Context: an optimization exercise on an open-source flow, tuned for small area. The choices shown serve that exercise and are no tape-out recipe.
In this exercise RTL edits were held to simulation tests only and were not proved equivalent to the original.
No activity file was given, so power comes from the tool's default toggle rates.

== main ==
## ivt_remote_core
module ivt_remote_core (
  input  wire        clk,
  input  wire        rst,           
  input  wire        req_valid,
  output wire        req_ready,
  input  wire [31:0] req_word,
  output wire        resp_valid,
  output wire [31:0] resp_stat,
  output wire [31:0] resp_result,
  input  wire [9:0]  pk_addr,
  output wire [7:0]  pk_data
);
Size in the first run: about 250 flip-flops, roughly 120 I/O pins, roughly 8700 um^2 of cells after synthesis.
==> flow/config.mk <==
export PLATFORM = sky130hd
export DESIGN_NAME = ivt_remote_core
export DESIGN_NICKNAME = ivt_remote_core
export VERILOG_FILES = /design/flow/design.v
export SDC_FILE = /design/flow/constraint.sdc
export NUM_CORES = 4
export LEC_CHECK = 0
export ABC_AREA = 1
export CAP_MARGIN = 20
export CORE_MARGIN = 2
export CORE_UTILIZATION = 40
export SLEW_MARGIN = 20
==> flow/constraint.sdc <==
create_clock -name core_clock -period 10.0 [get_ports {clk}]
set_input_delay 2.0000 -clock core_clock [delete_from_list [all_inputs] [get_ports {clk}]]
set_output_delay 2.0000 -clock core_clock [all_outputs]
set_load 0.01 [all_outputs]
standard.sh (not shown) runs the stock make flow with config.mk's settings and CLKGATE_MAP_FILE= SYNTH_SCRIPT=/design/flow/synth_recipe.tcl, a recipe that flattens the netlist after the stock synthesis.
==> flow/flow/run.sh <==
#!/bin/bash
# Own layout flow: the standard flow (standard.sh) with three changes in
# how the layout is made:
#  - synthesis maps the logic with an area-oriented ABC script
#    (flow/abc_area.script, used in place of ORFS's abc_area.script; the
#    rest of the synthesis, and so every register and its name, is the
#    standard one);
#  - port buffering uses the smallest buffer cell (every port still gets
#    its buffer);
#  - clock tree synthesis uses the options in flow/cts_args.txt.
# Each step's full output goes to a log file in this folder (synth.log,
# layout.log); ORFS's own per-step logs stay under orfs/logs/.
set -euo pipefail
W=$(pwd)

rm -rf "$W/scripts_area"
cp -r "$FLOW_HOME/scripts" "$W/scripts_area"
cp "$W/flow/abc_area.script" "$W/scripts_area/abc_area.script"

SCRIPTS_DIR="$W/scripts_area" bash "$W/standard.sh" synth > "$W/synth.log" 2>&1

export BUFFER_PORTS_ARGS="-buffer_cell sky130_fd_sc_hd__buf_1"
if [[ -s "$W/flow/cts_args.txt" ]]; then
  export CTS_ARGS="$(cat "$W/flow/cts_args.txt")"
fi
bash "$W/standard.sh" > "$W/layout.log" 2>&1
==> flow/flow/abc_area.script <==
strash
&get -n
&st
&b
&dch
&nf -R 1000 -p -F 8 -A 4 -a
&put
==> flow/flow/cts_args.txt <==
-sink_clustering_enable -repair_clock_nets -dont_use_dummy_load -buf_list sky130_fd_sc_hd__clkbuf_2
--- input diff main..the feature branch ---
==> flow/flow/cts_args.txt <==
-sink_clustering_enable -repair_clock_nets -dont_use_dummy_load -buf_list sky130_fd_sc_hd__clkbuf_2 -sink_clustering_size 8
The final period utilization of the feature branch is lower than that of main.
The feature branch and main ended up with roughly the same sequential share of layout area.
Taking main as the reference, in the feature branch proportion of power drawn by combinational gates neither gained nor lost much, number of post-CTS setup repair buffers held.

Another version of the RTL of ivt_remote_core (not shown whole).
Size in the first run: roughly 1300 cells after synthesis, about 120 I/O pins, roughly 0.010 mm2 of cells after synthesis.
make LEC_CHECK=0 ABC_AREA=1 CAP_MARGIN=20 CORE_MARGIN=2 CORE_UTILIZATION=40 CTS_BUF_LIST=sky130_fd_sc_hd__clkbuf_8 SLEW_MARGIN=20 finish   # period 10.0 ns
run.sh (not shown) runs the stock make flow with config.mk's settings and CLKGATE_MAP_FILE= SYNTH_SCRIPT=/design/flow/synth_recipe.tcl, a recipe that flattens the netlist after the stock synthesis.
Stock flow here: none of the scripts above is used.
Rerun with:
CTS_BUF_LIST = sky130_fd_sc_hd__clkbuf_4   (was sky130_fd_sc_hd__clkbuf_8)
The new run finished with timing, DRC and antenna clean.
Worst hold slack is worse by 0.036 ns.
Sequential share of layout area climbs by 0.17 points.
Cell count rises by 2.0%.
Cell area drops by 0.40%.
Critical path depth does not change.
Utilization drops by 0.19 points.
Routed wire length went up by 0.33%.
Global-route usage is about the same.
Setup slack gains 0.021 ns.
Power goes down by 2.6%.

[afterwards: timing with drivers on the ports]
No port has a modelled driver above. Below, the same layouts with a new extraction and two added sets of constraints.
Step 1, drivers: a clkbuf_16 drives clk and a buf_2 each remaining input, both assumed.
Step 2 times the ports against the registers' clock, not the clock port: input delays grow and output delays shrink by t, the midpoint of the rising clock arrivals with the driver on.
Slacks: ideal / step 1 / step 2; pairs: ideal / step 1.
run	t, ns	setup WS [ns]	hold slack, ns	latest minus earliest clock arrival (ns)	worst slew at a driven data input, ns
main	0.769	1.861 / 1.837 / 1.837	0.307 / 0.307 / 0.307	0.087 / 0.087	0.04
the feature branch	0.776	1.886 / 1.863 / 1.863	0.269 / 0.269 / 0.269	0.109 / 0.109	0.04
the first run of note 2	0.591	1.616 / 1.584 / 1.584	0.321 / 0.321 / 0.321	0.029 / 0.030	0.04
the second run of note 2	0.726	1.637 / 1.606 / 1.606	0.285 / 0.285 / 0.285	0.053 / 0.054	0.04
After both steps setup and hold are still met in every run listed. The setup slack of the first run of note 2, which loses most, moves by -0.032 ns with the drivers and by -0.032 ns with both steps.
